This design comes from an exercise in tuning for a short achievable clock period and few clock cycles on the open sky130 flow, not from production work.
No run shown here included a check of the RTL's function; only the layout flow was run.
Power figures rest on the tool's default switching activity, not on a simulated workload.

$ cat design/flow/config.mk
export PLATFORM = sky130hd
export DESIGN_NAME = anna_cpu
export DESIGN_NICKNAME = anna_cpu
export VERILOG_FILES = /design/flow/design.v
export SDC_FILE = /design/flow/constraint.sdc
export NUM_CORES = 4
export LEC_CHECK = 0
export CAP_MARGIN = 20
export CORE_MARGIN = 2
export CORE_UTILIZATION = 40
export SLEW_MARGIN = 20
$ cat design/flow/constraint.sdc
create_clock -name core_clock -period 10.0 [get_ports {clk}]
set_input_delay 2.0000 -clock core_clock [delete_from_list [all_inputs] [get_ports {clk}]]
set_output_delay 2.0000 -clock core_clock [all_outputs]
set_load 0.01 [all_outputs]
$ cat design/flow/design.v
module anna_cpu (
    input  wire        clk,
    input  wire        rst,           
    input  wire        run_start,
    input  wire [15:0] run_budget,
    output reg         done,
    output reg  [1:0]  stop_reason,   
    output reg  [1:0]  fault_code,    
    output reg  [1:0]  status,        
    output reg  [15:0] pc,
    output reg  [31:0] cycles,
    output reg         mem_req,
    output reg         mem_we,
    output reg  [15:0] mem_addr,
    output reg  [15:0] mem_wdata,
    input  wire        mem_gnt,
    input  wire [15:0] mem_rdata,
    input  wire        in_valid,
    input  wire [15:0] in_data,
    output reg         in_pop,
    output reg         out_valid,
    output reg  [1:0]  out_kind,      
    output reg  [15:0] out_data
);
    localparam [1:0] ST_HALTED = 2'd0, ST_RUNNING = 2'd1, ST_PAUSED = 2'd2;
    localparam [1:0] SR_HALTED = 2'd0, SR_CYCLES = 2'd1, SR_FAULT = 2'd2;
    localparam [1:0] F_INPUT = 2'd1, F_OPCODE = 2'd2, F_DIVZERO = 2'd3;
    localparam [1:0] S_IDLE = 2'd0, S_RUN = 2'd1, S_END = 2'd2;
    localparam [1:0] K_FETCH = 2'd0, K_LOAD = 2'd1, K_STORE = 2'd2, K_STR = 2'd3;
    localparam [2:0] L_IDLE = 3'd0, L_MUL = 3'd1, L_ALIGN = 3'd2, L_STEP = 3'd3, L_FIN = 3'd4;
    integer i;
    reg [1:0]  st;
    reg [15:0] budget;
    reg [15:0] regs [1:7];
    reg [7:1]  pend;               
    reg [2:0]  q_v;
    reg [15:0] q_w [0:2];
    reg [15:0] q_a [0:2];          
    reg [15:0] q_n [0:2];          
    reg [15:0] fp;                 
    reg [1:0]  pkind;
    reg [2:0]  prd;
    reg        pep;
    reg        d_v;
    reg        d_we;
    reg [15:0] d_addr;
    reg [15:0] d_wdata;
    reg [2:0]  d_rd;
    reg        rv;
    reg [1:0]  rkind;
    reg [2:0]  rrd;
    reg        rep;
    reg [15:0] raddr;
    reg        st_chk;
    reg [15:0] st_addr;
    reg        s_act;
    reg        s_zero;
    reg        s_ep;
    reg [15:0] s_ptr;
    reg        inq_v;
    reg [15:0] inq_d;
    reg [1:0]  in_stale;
    reg [1:0]  e_reason;
    reg [1:0]  e_status;
    reg [1:0]  e_code;
    reg [2:0]  lu_st;
    reg        lu_mod;
    reg [2:0]  lu_rd;
    reg [15:0] lu_a;               
    reg [15:0] lu_b;               
    reg [15:0] lu_orig;            
    reg        lu_qneg, lu_rneg;
    reg [15:0] dv_r, dv_d, dv_q;
    reg [3:0]  dv_cnt;             
    wire [15:0] ir   = q_w[0];
    wire [15:0] ipc  = q_a[0];
    wire [15:0] ipc1 = q_n[0];
    wire        iv   = q_v[0] & (st == S_RUN);
    wire [3:0] op  = ir[15:12];
    wire [2:0] rd  = ir[11:9];
    wire [2:0] rs1 = ir[8:6];
    wire [2:0] rs2 = ir[5:3];
    wire [2:0] fn  = ir[2:0];
    wire [15:0] imm6 = {{10{ir[5]}}, ir[5:0]};
    wire [15:0] imm8 = {{8{ir[7]}}, ir[7:0]};
    wire [15:0] xrd  = (rd  == 3'd0) ? 16'd0 : regs[rd];
    wire [15:0] xrs1 = (rs1 == 3'd0) ? 16'd0 : regs[rs1];
    wire [15:0] xrs2 = (rs2 == 3'd0) ? 16'd0 : regs[rs2];
    wire is_math = (op == 4'd0);
    wire is_jalr = (op == 4'd1);
    wire is_in   = (op == 4'd2);
    wire is_addi = (op == 4'd3);
    wire is_shf  = (op == 4'd4);
    wire is_lw   = (op == 4'd5);
    wire is_sw   = (op == 4'd6);
    wire is_lli  = (op == 4'd7);
    wire is_lui  = (op == 4'd8);
    wire is_br   = (op >= 4'd9) && (op <= 4'd14);
    wire is_op15 = (op == 4'd15);
    wire is_sent = (ir == 16'hF000);
    wire is_inv  = is_op15 && (fn > 3'd2);
    wire is_halt = is_op15 && (fn <= 3'd2) && (rd == 3'd0);
    wire is_outs = is_op15 && (fn == 3'd1) && (rd != 3'd0);
    wire is_out  = is_op15 && (fn == 3'd0 || fn == 3'd2) && (rd != 3'd0);
    wire is_mul  = is_math && (fn == 3'd5);
    wire is_div  = is_math && (fn[2:1] == 2'b11);
    wire is_lu   = (is_mul || is_div) && (rd != 3'd0);
    wire use_rs1 = is_math || is_addi || is_shf || is_lw || is_sw || is_jalr;
    wire use_rs2 = is_math && (fn != 3'd4);
    wire [7:0] pmask = {pend, 1'b0};
    wire hz = pmask[rd] || (use_rs1 && pmask[rs1]) || (use_rs2 && pmask[rs2]);
    wire xrd_z = (xrd == 16'd0);
    reg br_taken;
    always @(*) begin
        case (op)
            4'd9:    br_taken = xrd_z;
            4'd10:   br_taken = !xrd_z;
            4'd11:   br_taken = !xrd[15] && !xrd_z;
            4'd12:   br_taken = !xrd[15];
            4'd13:   br_taken = xrd[15];
            4'd14:   br_taken = xrd[15] || xrd_z;
            default: br_taken = 1'b0;
        endcase
    end
    wire [15:0] br_tgt = ipc1 + imm8;
    wire [5:0] sh  = ir[5:0];
    wire [5:0] nsh = 6'd0 - ir[5:0];
    wire       sh_left = !sh[5] && (sh != 6'd0);
    wire [15:0] shl = sh[4] ? 16'd0 : (xrs1 << sh[3:0]);
    wire [15:0] shr = (nsh[5] || nsh[4]) ? 16'd0 : (xrs1 >> nsh[3:0]);
    wire [15:0] shf_res = sh_left ? shl : shr;
    reg         e_wr;
    reg  [2:0]  e_widx;
    reg  [15:0] e_wval;
    always @(*) begin
        e_wr   = 1'b0;
        e_widx = rd;
        e_wval = 16'd0;
        case (op)
            4'd0: begin
                e_wr = (fn <= 3'd4);
                case (fn)
                    3'd0:    e_wval = xrs1 + xrs2;
                    3'd1:    e_wval = xrs1 - xrs2;
                    3'd2:    e_wval = xrs1 & xrs2;
                    3'd3:    e_wval = xrs1 | xrs2;
                    default: e_wval = ~xrs1;
                endcase
            end
            4'd1: begin e_wr = 1'b1; e_widx = rs1; e_wval = ipc1; end
            4'd2: begin e_wr = 1'b1; e_wval = inq_d; end
            4'd3: begin e_wr = 1'b1; e_wval = xrs1 + imm6; end
            4'd4: begin e_wr = 1'b1; e_wval = shf_res; end
            4'd7: begin e_wr = 1'b1; e_wval = imm8; end
            4'd8: begin e_wr = 1'b1; e_wval = {ir[7:0], xrd[7:0]}; end
            default: ;
        endcase
    end
    wire [15:0] e_addr = xrs1 + imm6;
    wire smc_hit = st_chk && (
        (q_v[0] && q_a[0] == st_addr) || (q_v[1] && q_a[1] == st_addr) ||
        (q_v[2] && q_a[2] == st_addr) || (rv && rkind == K_FETCH && raddr == st_addr));
    wire kill = smc_hit && (st == S_RUN);
    wire e_memop = (is_lw && rd != 3'd0) || is_sw;
    wire stall = hz || (e_memop && d_v) || (is_lu && lu_st != L_IDLE) ||
                 (is_in && in_stale != 2'd0) || (is_outs && s_act && !s_zero);
    wire go = iv && !stall && !kill;
    wire f_sent  = go && is_sent;
    wire f_inv   = go && !is_sent && is_inv;
    wire f_dz    = go && is_div && (xrs2 == 16'd0);
    wire f_in    = go && is_in && !inq_v;
    wire s_start = go && is_outs && !s_act;
    wire commit  = go && !is_sent && !is_inv && !(is_div && xrs2 == 16'd0) &&
                   !(is_in && !inq_v) && !(is_outs && !s_act);
    wire c_last  = commit && (is_halt || budget == 16'd1);
    wire fin     = f_sent || f_inv || f_dz || f_in || c_last;
    wire e_mem_go = commit && e_memop;
    wire e_lu_go  = commit && is_lu;
    wire        taken  = is_br && br_taken && (ir[7:0] != 8'd0);
    wire        redir  = commit && (taken || is_jalr) && !c_last;
    wire [15:0] npc    = is_jalr ? xrd : (is_br && br_taken) ? br_tgt : is_halt ? ipc : ipc1;
    wire port_data = mem_req && (pkind == K_LOAD || pkind == K_STORE);
    wire drained = !e_mem_go && !e_lu_go && (pend == 7'd0) && (lu_st == L_IDLE) &&
                   !d_v && !port_data;
    function [3:0] clz16(input [15:0] v);
        integer k;
        reg found;
        begin
            clz16 = 4'd0;
            found = 1'b0;
            for (k = 15; k >= 0; k = k - 1) begin
                if (!found && v[k]) begin
                    clz16 = 4'd15 - k[3:0];
                    found = 1'b1;
                end
            end
        end
    endfunction
    wire [15:0] mul_res = lu_a * lu_b;
    wire [3:0]  lz_a = clz16(lu_a);
    wire [3:0]  lz_b = clz16(lu_b);
    wire [3:0]  al_p = lz_b - lz_a;
    wire        a_lt_b = (lu_a < lu_b);
    wire        g1  = (dv_r >= dv_d);
    wire [15:0] r1  = g1 ? dv_r - dv_d : dv_r;
    wire [15:0] d1  = {1'b0, dv_d[15:1]};
    wire        g2  = (r1 >= d1);
    wire [15:0] r2  = g2 ? r1 - d1 : r1;
    wire        two = (dv_cnt != 4'd0);
    reg         lu_we;
    reg  [15:0] lu_wval;
    always @(*) begin
        lu_we   = 1'b0;
        lu_wval = 16'd0;
        case (lu_st)
            L_MUL:   begin lu_we = 1'b1; lu_wval = mul_res; end
            L_ALIGN: begin lu_we = a_lt_b; lu_wval = lu_mod ? lu_orig : 16'd0; end
            L_FIN:   begin
                lu_we = 1'b1;
                if (lu_mod) lu_wval = lu_rneg ? (16'd0 - dv_r) : dv_r;
                else        lu_wval = lu_qneg ? (16'd0 - dv_q) : dv_q;
            end
            default: ;
        endcase
    end
    wire rv_f  = rv && (rkind == K_FETCH);
    wire [1:0] q_cnt = {1'b0, q_v[0]} + {1'b0, q_v[1]} + {1'b0, q_v[2]};
    wire deq   = commit;
    wire flush = kill || redir || fin || (st != S_RUN);
    wire [2:0] occ = flush ? 3'd0 : ({1'b0, q_cnt} + {2'b0, rv_f} - {2'b0, deq});
    wire p_fetch = mem_req && (pkind == K_FETCH);
    wire [15:0] redir_tgt = kill ? pc : npc;
    wire [15:0] fa_g1 = (kill || redir) ? redir_tgt : p_fetch ? fp + 16'd1 : fp;
    wire [15:0] fa_g0 = (kill || redir) ? redir_tgt : fp;
    wire fok_g1 = (occ + {2'b0, p_fetch && !flush}) <= 3'd2;
    wire fok_g0 = (occ <= 3'd2);
    wire str_ok = s_act && !s_zero;
    always @(posedge clk) begin
        if (rst) begin
            st          <= S_IDLE;
            pc          <= 16'd0;
            cycles      <= 32'd0;
            status      <= ST_HALTED;
            done        <= 1'b0;
            stop_reason <= SR_HALTED;
            fault_code  <= 2'd0;
            budget      <= 16'd0;
            for (i = 1; i < 8; i = i + 1) regs[i] <= 16'd0;
            pend        <= 7'd0;
            q_v         <= 3'd0;
            for (i = 0; i < 3; i = i + 1) begin
                q_w[i] <= 16'd0; q_a[i] <= 16'd0; q_n[i] <= 16'd0;
            end
            fp          <= 16'd0;
            mem_req     <= 1'b1;
            mem_we      <= 1'b0;
            mem_addr    <= 16'd0;
            mem_wdata   <= 16'd0;
            pkind       <= K_FETCH;
            prd         <= 3'd0;
            pep         <= 1'b0;
            d_v         <= 1'b0;
            d_we        <= 1'b0;
            d_addr      <= 16'd0;
            d_wdata     <= 16'd0;
            d_rd        <= 3'd0;
            rv          <= 1'b0;
            rkind       <= K_FETCH;
            rrd         <= 3'd0;
            rep         <= 1'b0;
            raddr       <= 16'd0;
            st_chk      <= 1'b0;
            st_addr     <= 16'd0;
            s_act       <= 1'b0;
            s_zero      <= 1'b0;
            s_ep        <= 1'b0;
            s_ptr       <= 16'd0;
            inq_v       <= 1'b0;
            inq_d       <= 16'd0;
            in_stale    <= 2'd2;
            e_reason    <= 2'd0;
            e_status    <= 2'd0;
            e_code      <= 2'd0;
            in_pop      <= 1'b0;
            out_valid   <= 1'b0;
            out_kind    <= 2'd0;
            out_data    <= 16'd0;
            lu_st       <= L_IDLE;
            lu_mod      <= 1'b0;
            lu_rd       <= 3'd0;
            lu_a        <= 16'd0;
            lu_b        <= 16'd0;
            lu_orig     <= 16'd0;
            lu_qneg     <= 1'b0;
            lu_rneg     <= 1'b0;
            dv_r        <= 16'd0;
            dv_d        <= 16'd0;
            dv_q        <= 16'd0;
            dv_cnt      <= 4'd0;
        end else begin
            done      <= 1'b0;
            in_pop    <= 1'b0;
            out_valid <= 1'b0;
            inq_v <= in_valid;
            inq_d <= in_data;
            if (in_stale != 2'd0) in_stale <= in_stale - 2'd1;
            rv <= 1'b0;
            if (rv && rkind == K_LOAD) begin
                regs[rrd] <= mem_rdata;
                pend[rrd] <= 1'b0;
            end
            if (rv && rkind == K_STR && rep == s_ep && s_act && !s_zero) begin
                out_valid <= 1'b1;
                out_kind  <= (mem_rdata == 16'd0) ? 2'd3 : 2'd2;
                out_data  <= mem_rdata;
                if (mem_rdata == 16'd0) s_zero <= 1'b1;
            end
            if (lu_we) begin
                regs[lu_rd] <= lu_wval;
                pend[lu_rd] <= 1'b0;
            end
            case (lu_st)
                L_MUL: lu_st <= L_IDLE;
                L_ALIGN: begin
                    if (a_lt_b) begin
                        lu_st <= L_IDLE;
                    end else begin
                        dv_r   <= lu_a;
                        dv_d   <= lu_b << al_p;
                        dv_q   <= 16'd0;
                        dv_cnt <= al_p;
                        lu_st  <= L_STEP;
                    end
                end
                L_STEP: begin
                    if (two) begin
                        dv_r <= r2;
                        dv_d <= {1'b0, d1[15:1]};
                        dv_q <= {dv_q[13:0], g1, g2};
                        if (dv_cnt == 4'd1) lu_st <= L_FIN;
                        else dv_cnt <= dv_cnt - 4'd2;
                    end else begin
                        dv_r <= r1;
                        dv_q <= {dv_q[14:0], g1};
                        lu_st <= L_FIN;
                    end
                end
                L_FIN: lu_st <= L_IDLE;
                default: ;
            endcase
            st_chk <= 1'b0;
            if (commit) begin
                pc     <= npc;
                cycles <= cycles + 32'd1;
                budget <= budget - 16'd1;
                if (e_wr && e_widx != 3'd0)
                    regs[e_widx] <= e_wval;
                if (is_in) begin
                    in_pop   <= 1'b1;
                    in_stale <= 2'd2;
                end
                if (is_out) begin
                    out_valid <= 1'b1;
                    out_kind  <= (fn == 3'd2) ? 2'd1 : 2'd0;
                    out_data  <= xrd;
                end
                if (is_outs) s_act <= 1'b0;
                if (e_mem_go && is_lw) pend[rd] <= 1'b1;
                if (e_mem_go && is_sw) begin
                    st_chk  <= 1'b1;
                    st_addr <= e_addr;
                end
                if (e_lu_go) begin
                    pend[rd] <= 1'b1;
                    lu_rd    <= rd;
                    lu_mod   <= fn[0];
                    if (is_mul) begin
                        lu_a  <= xrs1;
                        lu_b  <= xrs2;
                        lu_st <= L_MUL;
                    end else begin
                        lu_a    <= xrs1[15] ? (16'd0 - xrs1) : xrs1;
                        lu_b    <= xrs2[15] ? (16'd0 - xrs2) : xrs2;
                        lu_orig <= xrs1;
                        lu_qneg <= xrs1[15] ^ xrs2[15];
                        lu_rneg <= xrs1[15];
                        lu_st   <= L_ALIGN;
                    end
                end
            end
            if (s_start) begin
                s_act  <= 1'b1;
                s_zero <= 1'b0;
                s_ep   <= ~s_ep;
                s_ptr  <= xrd;
            end
            if (flush) begin
                q_v <= 3'd0;
            end else begin
                case ({deq, q_v})
                    4'b0_000: begin
                        q_v[0] <= rv_f;
                        q_w[0] <= mem_rdata; q_a[0] <= raddr; q_n[0] <= raddr + 16'd1;
                    end
                    4'b0_001: begin
                        q_v[1] <= rv_f;
                        q_w[1] <= mem_rdata; q_a[1] <= raddr; q_n[1] <= raddr + 16'd1;
                    end
                    4'b0_011: begin
                        q_v[2] <= rv_f;
                        q_w[2] <= mem_rdata; q_a[2] <= raddr; q_n[2] <= raddr + 16'd1;
                    end
                    4'b1_001: begin
                        q_v[0] <= rv_f;
                        q_w[0] <= mem_rdata; q_a[0] <= raddr; q_n[0] <= raddr + 16'd1;
                    end
                    4'b1_011: begin
                        q_v[0] <= 1'b1;
                        q_w[0] <= q_w[1]; q_a[0] <= q_a[1]; q_n[0] <= q_n[1];
                        q_v[1] <= rv_f;
                        q_w[1] <= mem_rdata; q_a[1] <= raddr; q_n[1] <= raddr + 16'd1;
                    end
                    4'b1_111: begin
                        q_w[0] <= q_w[1]; q_a[0] <= q_a[1]; q_n[0] <= q_n[1];
                        q_w[1] <= q_w[2]; q_a[1] <= q_a[2]; q_n[1] <= q_n[2];
                        q_v[2] <= rv_f;
                        q_w[2] <= mem_rdata; q_a[2] <= raddr; q_n[2] <= raddr + 16'd1;
                    end
                    default: ;    
                endcase
            end
            if (st == S_RUN) begin
                if (mem_gnt && mem_req && pkind != K_STORE &&
                    !(pkind == K_FETCH && flush)) begin
                    rv    <= 1'b1;
                    rkind <= pkind;
                    rrd   <= prd;
                    rep   <= pep;
                    raddr <= mem_addr;
                end
                fp <= mem_gnt ? fa_g1 : fa_g0;
                if (mem_gnt || !mem_req || p_fetch) begin
                    if (d_v) begin
                        mem_req <= 1'b1; mem_we <= d_we; mem_addr <= d_addr; mem_wdata <= d_wdata;
                        pkind <= d_we ? K_STORE : K_LOAD; prd <= d_rd;
                        d_v <= 1'b0;
                    end else if (e_mem_go) begin
                        mem_req <= 1'b1; mem_we <= is_sw; mem_addr <= e_addr; mem_wdata <= xrd;
                        pkind <= is_sw ? K_STORE : K_LOAD; prd <= rd;
                    end else if (str_ok) begin
                        mem_req <= 1'b1; mem_we <= 1'b0; mem_addr <= s_ptr;
                        pkind <= K_STR; pep <= s_ep;
                        s_ptr <= s_ptr + 16'd1;
                    end else if (mem_gnt ? fok_g1 : fok_g0) begin
                        mem_req <= 1'b1; mem_we <= 1'b0;
                        mem_addr <= mem_gnt ? fa_g1 : fa_g0;
                        pkind <= K_FETCH;
                    end else begin
                        mem_req <= 1'b0; mem_we <= 1'b0;
                        pkind <= K_FETCH;
                    end
                end else if (e_mem_go) begin
                    d_v <= 1'b1; d_we <= is_sw; d_addr <= e_addr; d_wdata <= xrd; d_rd <= rd;
                end
            end else if (st == S_END) begin
                if (mem_gnt && mem_req && pkind == K_LOAD) begin
                    rv    <= 1'b1;
                    rkind <= pkind;
                    rrd   <= prd;
                    raddr <= mem_addr;
                end
                if (mem_gnt || !mem_req || pkind == K_FETCH || pkind == K_STR) begin
                    if (d_v) begin
                        mem_req <= 1'b1; mem_we <= d_we; mem_addr <= d_addr; mem_wdata <= d_wdata;
                        pkind <= d_we ? K_STORE : K_LOAD; prd <= d_rd;
                        d_v <= 1'b0;
                    end else begin
                        mem_req <= 1'b0; mem_we <= 1'b0; pkind <= K_FETCH;
                    end
                end
            end
            case (st)
                S_IDLE: begin
                    mem_req  <= 1'b1;
                    mem_we   <= 1'b0;
                    pkind    <= K_FETCH;
                    mem_addr <= pc;
                    fp       <= pc;
                    if (run_start) begin
                        budget <= run_budget;
                        if (run_budget == 16'd0) begin
                            done        <= 1'b1;
                            stop_reason <= SR_CYCLES;
                            status      <= ST_PAUSED;
                            fault_code  <= 2'd0;
                        end else begin
                            st <= S_RUN;
                            if (mem_gnt) begin
                                rv       <= 1'b1;
                                rkind    <= K_FETCH;
                                raddr    <= pc;
                                mem_addr <= pc + 16'd1;
                                fp       <= pc + 16'd1;
                            end
                        end
                    end
                end
                S_RUN: begin
                    if (fin) begin
                        if (f_sent || c_last && is_halt) begin
                            e_reason <= SR_HALTED; e_status <= ST_HALTED; e_code <= 2'd0;
                        end else if (c_last) begin
                            e_reason <= SR_CYCLES; e_status <= ST_PAUSED; e_code <= 2'd0;
                        end else begin
                            e_reason <= SR_FAULT; e_status <= ST_RUNNING;
                            e_code <= f_inv ? F_OPCODE : f_dz ? F_DIVZERO : F_INPUT;
                        end
                        if (drained) begin
                            st          <= S_IDLE;
                            done        <= 1'b1;
                            mem_req     <= 1'b1;
                            mem_we      <= 1'b0;
                            pkind       <= K_FETCH;
                            mem_addr    <= commit ? npc : pc;
                            if (f_sent || c_last && is_halt) begin
                                stop_reason <= SR_HALTED; status <= ST_HALTED; fault_code <= 2'd0;
                            end else if (c_last) begin
                                stop_reason <= SR_CYCLES; status <= ST_PAUSED; fault_code <= 2'd0;
                            end else begin
                                stop_reason <= SR_FAULT; status <= ST_RUNNING;
                                fault_code  <= f_inv ? F_OPCODE : f_dz ? F_DIVZERO : F_INPUT;
                            end
                        end else begin
                            st <= S_END;
                        end
                    end
                end
                S_END: begin
                    if ((pend == 7'd0) && (lu_st == L_IDLE) && !d_v && !port_data) begin
                        st          <= S_IDLE;
                        done        <= 1'b1;
                        mem_req     <= 1'b1;
                        mem_we      <= 1'b0;
                        pkind       <= K_FETCH;
                        mem_addr    <= pc;
                        stop_reason <= e_reason;
                        status      <= e_status;
                        fault_code  <= e_code;
                    end
                end
                default: st <= S_IDLE;
            endcase
        end
    end
endmodule
$ cat design/flow/run.sh
#!/bin/bash
# synth_recipe.tcl (not shown) runs the flow's synth.tcl, then flattens the netlist and writes it again
# the make line also repeats each setting of config.mk as NAME=value (left out here)
make -C /OpenROAD-flow-scripts/flow DESIGN_CONFIG=/design/flow/config.mk WORK_HOME=/design/flow/orfs CLKGATE_MAP_FILE= SYNTH_SCRIPT=/design/flow/synth_recipe.tcl finish
==> impl_results.md, run 1 <==
- GRT Util Overall: 31.3%
- Hold crit path type: flop to flop
- Min Tclk post-route: 7.48 ns
- WP buf/inv: 5
- Full die area: 128000 um2
- Total routed wirelength: approximately 210000 um
- Relative slew slack: 16.6%
- Commonest cells after routing, fill and taps aside: 877 x nand2_1, 777 x nor2_1, 533 x dfxtp_1
- Clk sinks: 665
- Die Wd: 358 um
- P per Cell Area: 168 nW/um2
- Fill cell count: between 10000 and 15000
- Switching share of power: 39.6%
- Residual DRC: 0
- Largest net degree at the start of global routing: 176
- Via density per instance: between 6 and 7
- TritonCTS Buffers: 81
- Initial antenna violation count: 7
- Initial DRC count: 6341
- CP max-delay cell: dfxtp_1
- Mapped Area: between 50000 and 60000 um2
- Final HPWL DP: 147000 um
- Post-DR wirelength/cell: between 20 and 30 um
- Root Buffer: clkbuf_16
- Worst-path clk slew: 0.07 ns
- Area Growth Syn to Fin: 11.9%
- Critical Path Sink Type: flop
- Starting Density: approximately two fifths
- Number of global-route vias before repair: 45300
- LEAKAGE: 21.1 nW
- Status: timing/DRC/antenna clean
- Routability cong.: about 1
- Via Count: 49200
- Setup crit start kind: flop
- Total design power: 9.43 mW
- Core Rows: 129
- Maxcap violations: 0
- H-tree Lvls: 3
- Internal Power: ~5.7 mW
- Yosys reg bits: around 670
- Worst Clk Skew: 0.0486 ns
- Core area: 124000 um2
- Worst path most repeated cell: ha_1
- Measured slew at the worst slew-check pin: 1.24 ns
- Seq/Total Area, Yosys: 29.2%
- Count of flip-flops with a built-in enable after synthesis: 128
- Crit path DAT: just over 8 ns
- Gate power share: 35.0%
- PostCTS Resize Cnt: 0
- Syn. warnings: 4
- # Post-CTS Setup Buffers: 0
- Synthesized Nets: between 6000 and 7000
- Sequential share of power: 31.5%
- CTS tree: yes
- Multi-input gate area: approximately 33000 um2
- Post-Synthesis Cells: 6312
- Gr ovfl total: 0
- Mapped Avg Cell Area: about 7.9 um2
- Psw: between 3 and 4 mW
- Async S/R FF share, synth: 0%
- Pre-Repair DR Iteration Count: 6
- Die height: about 360 um
- Setup Crit Path Kind: flop to flop
- ANT nets after route: 0
- WP data required: roughly 11 ns
- First-pass GRT wire length: 303000 um
- Final number of hold-violating endpoints: 0
- CP max FO: 19
- FF/Latch Area: 14600 um2
- Setup-failing EPs final: 0
- CTS Hold Buffers Added: 0
- RSZ-0062 raised after global routing: false
- Max-slew violations: 0
- Synth cell types: 88
- Clock share of power: ~34%
- Fin nets: approximately 6600
- Most used DFF post-synth: dfxtp_1
- Commonest non-fill, non-tap cell in the layout: nand2_1
- CP delay by family, top: simple AND/OR/NAND/NOR gates
- Worst path max stage delay: 1.08 ns
- Min-Delay Startpoint: q_n[1][3]
- Ports: roughly 160
- Longest Clk Path Bufs: 3
- Setup TNS: 0 ns
- Port Buffers: 161
- Max frequency: between 0.1 and 0.15 GHz
- Layout cells sized above 1: around 8.4%
- Final core occ: 45.2%
- Max VDD drop: 0.125 mV
- Period utilization: 74.8%
- Clock Latency Late Sink: 0.70 ns
## layer usage
metal | up-vias | global-route usage [%] | share of wire (%)
met4 | 2 | 13.5 | 4.7
met3 | 451 | 6.98 | 11
met2 | 2633 | 46.4 | 42
li1 | 22300 | - | -
met5 | - | 0 | 0.0063
met1 | 23800 | 43.7 | 42
## state kept, by name, indices dropped and copies added (netlist names), 32 cells and up, named ones only
| name | cells |
|---|---|
| cycles | 32 |
| regs | 128 |
| q_n | 48 |
| q_a | 48 |
| q_w | 48 |
## through the flow
| step | hold slack (ns) | cell area [um2] | std cells | setup slack (ns) |
|---|---|---|---|---|
| 2_1_floorplan | 0.422 | 50000 | 6312 | 2.50 |
| 3_3_place_gp | 0.431 | 53100 | 7765 | 2.49 |
| 3_5_place_dp | 0.441 | 53200 | 7765 | 2.70 |
| 4_1_cts | 0.452 | 56000 | 7911 | 2.71 |
| 5_1_grt | 0.471 | 56000 | 7916 | 2.12 |
| 6_report | 0.450 | 56000 | 7917 | 2.52 |
## power groups by stage
stage / Combinational [mW] / Clock, mW / Sequential (mW)
6_report: 3.30 / 3.16 / 2.97
4_1_cts: 3.15 / 3.19 / 2.97
5_1_grt: 3.43 / 3.29 / 2.98
3_5_place_dp: 3.13 / 0 / 3.02
2_1_floorplan: 1.96 / 0 / 2.93
3_3_place_gp: 3.14 / 0 / 3.02
## Yosys cell counts (all sizes together) (16+ instances only)
| master | count | area (um2) |
|---|---|---|
| xor2 | 172 | 1510 |
| o31ai | 26 | 195 |
| nand3 | 156 | 781 |
| mux2i | 177 | 1770 |
| clkbuf | 443 | 1660 |
| mux2 | 47 | 529 |
| and2 | 77 | 482 |
| a31oi | 72 | 450 |
| a21o | 70 | 526 |
| a221oi | 30 | 263 |
| nor2 | 783 | 2940 |
| a21oi | 480 | 2400 |
| a311oi | 96 | 841 |
| or3 | 49 | 312 |
| a22oi | 26 | 195 |
| nor3b | 19 | 143 |
| fa | 88 | 1760 |
| o211ai | 73 | 548 |
| nand2b | 31 | 194 |
| o21ai | 261 | 1310 |
| xnor2 | 151 | 1320 |
| o22ai | 20 | 125 |
| and3 | 41 | 257 |
| ha | 208 | 2600 |
| dfxtp | 537 | 10800 |
| a211oi | 189 | 1430 |
| o21a | 28 | 210 |
| nor3 | 135 | 676 |
| nor4 | 64 | 407 |
| a211o | 19 | 166 |
| buf | 71 | 344 |
| inv | 243 | 912 |
| edfxtp | 128 | 3840 |
| nand4 | 38 | 238 |
| mux4 | 100 | 2250 |
| nor2b | 46 | 288 |
| a21boi | 18 | 135 |
| nand2 | 882 | 3310 |
| or2 | 16 | 100 |
| o221ai | 26 | 228 |
## worst reg2reg max path: stages, from the launching register on
cell and delay, ns:
dfxtp_1 1.08, mux4_2 0.43, mux2i_1 0.35, nor2_1 0.24, inv_1 0.15, ha_1 0.20, o21ai_1 0.11, nor4_2 0.53
nand3_1 0.36, nand2_2 0.26, or2_1 0.17, inv_2 0.04, ha_1 0.28, fa_1 0.48, inv_1 0.04, ha_1 0.19
fa_1 0.55, inv_1 0.04, nor2_1 0.10, ha_1 0.23, nand2_1 0.08, nand3_1 0.07, nor4_1 0.26, a211oi_2 0.08
buf_4 0.22, a31oi_1 0.51, nor2_1 0.09, o32ai_1 0.24
## path summary, 6_finish.rpt
kind                                endpoint  slack [ns]  depth (start not counted)
worst max-delay path            mem_addr[10]        2.52                         27
worst min-delay path               q_n[1][3]        0.45                          2
worst max register to register  mem_addr[10]        2.52                         27
worst min register to register     q_n[1][3]        0.45                          2
## cells by family (layout without fill, tap and decap cells)
kind of cell	count (synthesis)	after routing	share of synthesized area, %
AO/OA/AOI/OAI	1567	1567	20.6
XOR/XNOR	323	323	5.65
adder cells (fa/ha/maj)	296	296	8.72
buffers and inverters	762	726	5.87
flip-flops	665	665	29.2
multiplexers	324	324	9.10
other	0	4	0
AND/OR/NAND/NOR	2375	2375	20.9
## final cells by class
cell class                      instances  area share, %
Clock buffer                          109           4.17
Inverter                              248           1.66
Sequential cell                       665           26.1
Timing Repair Buffer                  332           5.21
Tap cell                             1637           3.66
Antenna cell                            4         0.0179
Clock inverter                         37          0.829
Multi-Input combinational cell       4885           58.4
==> inputs of run 2 (changes only) <==
--- a/design/flow/config.mk
+++ b/design/flow/config.mk
@@ -9,3 +9,5 @@
 export CORE_MARGIN = 2
 export CORE_UTILIZATION = 40
+export SETUP_SLACK_MARGIN = 5
 export SLEW_MARGIN = 20
+export TNS_END_PERCENT = 100
==> impl_results.md, run 2 <==
- Status: timing/DRC/antenna clean
- Via density per instance: 6.19 (-0.41%)
- Root Buffer: clkbuf_16
- CP max-delay cell: mux4_2
- Commonest non-fill, non-tap cell in the layout: nand2_1
- Measured slew at the worst slew-check pin: 1.20 ns (-0.0336 ns)
- Seq/Total Area, Yosys: 29.2% (unchanged)
- Die height: 358 um (unchanged)
- Clock Latency Late Sink: 0.70 ns (about the same)
- TritonCTS Buffers: 82 (+1.2%)
- Initial antenna violation count: 7 (unchanged)
- Setup Crit Path Kind: flop to flop
- Via Count: 50100 (+1.8%)
- CTS tree: yes
- RSZ-0062 raised after global routing: true
- Share of the synthesized area in the top cell type: 21.5% (unchanged)
- Mapped Avg Cell Area: 7.93 um2 (unchanged)
- Worst hold slack: 0.449 ns (-0.00127 ns)
- Largest register FFs: 128 (unchanged)
- Residual DRC: 0 (unchanged)
- Final HPWL DP: 150000 um (+1.7%)
- Longest Clk Path Bufs: 3 (unchanged)
- Period utilization: 58.7% (-16 points)
- Worst path max stage delay: 0.53 ns (-0.55 ns)
- Layout cells sized above 1: 16.1% (+7.7 points)
- Initial DRC count: 6474 (+2.1%)
- Max-slew violations: 0 (unchanged)
- Largest net degree at the start of global routing: 102 (-42%)
- WP data required: 10.56 ns (-0.03 ns)
- Gr ovfl total: 0 (unchanged)
- Commonest cells after routing, fill and taps aside: 857 x nand2_1, 749 x nor2_1, 493 x dfxtp_1
- Core area: 124000 um2 (unchanged)
- Clk sinks: 665 (unchanged)
- Syn. warnings: 4 (unchanged)
- Pre-Repair DR Iteration Count: 6 (unchanged)
- Crit path DAT: 6.43 ns (-1.64 ns)
- Count of flip-flops with a built-in enable after synthesis: 128 (unchanged)
- ANT nets after route: 0 (unchanged)
- Most used DFF post-synth: dfxtp_1
- H-tree Lvls: 3 (unchanged)
- Max VDD drop: 0.132 mV (+5.7%)
- Hold crit path type: flop to flop
- Final number of hold-violating endpoints: 0 (unchanged)
- Largest Register: regs
- Max frequency: 0.170 GHz (+27%)
- Post-DR wirelength/cell: 26.4 um (+1.1%)
- Post-Synthesis Cells: 6312 (unchanged)
- Area Growth Syn to Fin: 20.0%
- Yosys top cell by area: dfxtp_1
- Port Buffers: 161 (unchanged)
- CTS Hold Buffers Added: 0 (unchanged)
- Ports: 162 (unchanged)
- Number of global-route vias before repair: 46300 (+2.2%)
- Worst path most repeated cell: buf_6
- Yosys reg bits: 665 (unchanged)
- Most common cell in the netlist: nand2_1
- Maxcap violations: 0 (unchanged)
- Setup-failing EPs final: 0 (unchanged)
- Mapped Area: 50000 um2 (unchanged)
- Fin nets: 6743 (+2.8%)
- Min-Delay Startpoint: q_n[1][13]
- Synth area leaders: dfxtp_1 21%, edfxtp_1 7.7%, nand2_1 6.6%
- Synth cell types: 88 (unchanged)
- ANT cells: 0 (-4)
- Commonest cells post-synth: 881 x nand2_1, 783 x nor2_1, 537 x dfxtp_1
- Setup crit start kind: flop
- Full die area: 128000 um2 (unchanged)
- First-pass GRT wire length: 312000 um (+3.2%)
- Starting Density: 40.4% (unchanged)
- Routability cong.: 0.987 (-0.90%)
- Synthesized Nets: 6661 (unchanged)
- Critical Path Sink Type: flop
- CP max FO: 6 (-13)
- Relative slew slack: 19.4% (+2.8 points)
- GRT Util Overall: 32.3% (+1.0 points)
- Worst-path clk slew: 0.06 ns (about the same)
- Worst Clk Skew: 0.0540 ns (+0.00535 ns)
- Core Rows: 129 (unchanged)
- Die Wd: 358 um (unchanged)
- Async S/R FF share, synth: 0% (unchanged)
- Total routed wirelength: 214000 um (+3.4%)
- Min Tclk post-route: 5.87 ns (-1.61 ns)
- LEAKAGE: 22.6 nW (+7.2%)
- P per Cell Area: 166 nW/um2 (-1.4%)
- Setup TNS: 0 ns (unchanged)
==> run 2: cell counts after synthesis <==
Identical to the previous run, type by type.
==> run 2: stage by stage <==
stage | instance area (um2) | setup slack (ns) | cells | power, mW | util (%)
after floorplan | 50800 | 3.94 | 6312 | 4.91 | -
after global placement | 53600 | 2.67 | 7768 | 6.29 | 43.2
after detailed placement | 53600 | 2.59 | 7770 | 6.29 | 43.3
after CTS | 59000 | 4.13 | 8048 | 9.76 | 47.6
after global routing | 60000 | 3.94 | 8096 | 10.2 | 48.4
final | 60000 | 4.13 | 8096 | 9.97 | 48.4
==> run 2: cell type report <==
class	instances	area (um2)
inverters	248	963
clock buffers	105	2280
fillers	11900	63900
repair inverters	1	8.76
flip-flops and latches	665	14700
repair buffers	510	4830
clock inverters	44	611
multi-input cells	4886	34600
well taps	1637	2050
==> run 2: kinds of logic (layout without fill, tap and decap cells) <==
family                   after synthesis  in the layout  share of synthesized area, %
AND/OR/NAND/NOR                     2375           2375                          20.9
AO/OA/AOI/OAI                       1567           1568                          20.6
buffers and inverters                762            908                          5.87
flip-flops                           665            665                          29.2
multiplexers                         324            324                          9.10
XOR/XNOR                             323            323                          5.65
adder cells (fa/ha/maj)              296            296                          8.72
==> run 2: what timing repair did <==
| action | in CTS | in global routing |
|---|---|---|
| resized for setup | 312 | 158 |
| cloned | 5 | 0 |
| pin swaps | 126 | 114 |
| setup endpoints to repair | 571 | 338 |
| setup buffers | 124 | 46 |
==> run 2: power by group <==
group          total (mW)  internal [mW]  leakage [nW]  switching (mW)
registers            2.97           2.81          5.67           0.159
clock network        3.25           1.89          1.42            1.35
logic                3.75           1.26          15.5            2.49
==> run 2: layer usage <==
metal  vias up  GRT usage [%]  part of all wire, %
met5         -              0                0.025
met4         8           13.3                  4.6
met3       514           7.09                   11
met2      2749           48.3                   43
met1     24100           45.1                   42
li1      22700              -                    -
==> run 2: final timing paths <==
kind	to	slack, ns	cells past startpoint
setup / recovery	mem_addr[5]	4.13	29
setup reg to reg	mem_addr[5]	4.13	29
hold / removal	q_n[1][13]	0.45	2
hold reg to reg	q_n[1][13]	0.45	2
==> run 2: critical path, delay by kind of cell, from the launching register on <==
| kind | cells | cell delay (ns) |
|---|---|---|
| buffers and inverters | 8 | 0.84 |
| flip-flops | 1 | 0.44 |
| AND/OR/NAND/NOR | 8 | 1.24 |
| AO/OA/AOI/OAI | 5 | 0.63 |
| adder cells (fa/ha/maj) | 5 | 1.64 |
| multiplexers | 3 | 0.93 |

re-timing with driven ports:
The results above use ideal ports. As a check the final layouts listed here were re-extracted and re-timed, cells and wires unchanged.
Step 1 assumes that a clkbuf_16 drives the clock port and a buf_2 every other input.
Step 2 also shifts input and output timing later by t, the mid clock arrival at the registers, as if the neighbouring blocks saw the same clock.
a / b / c = ideal ports / drivers / drivers and shift; a / b = the first two.
run	t (ns)	slack for setup (ns)	latest minus earliest clock arrival (ns)	worst slew at a driven data input, ns
run 1	0.746	2.521 / 2.521 / 2.521	0.052 / 0.051	0.13
run 2	0.753	4.130 / 4.130 / 4.130	0.054 / 0.054	0.05
After both steps setup and hold are still met in every run listed.
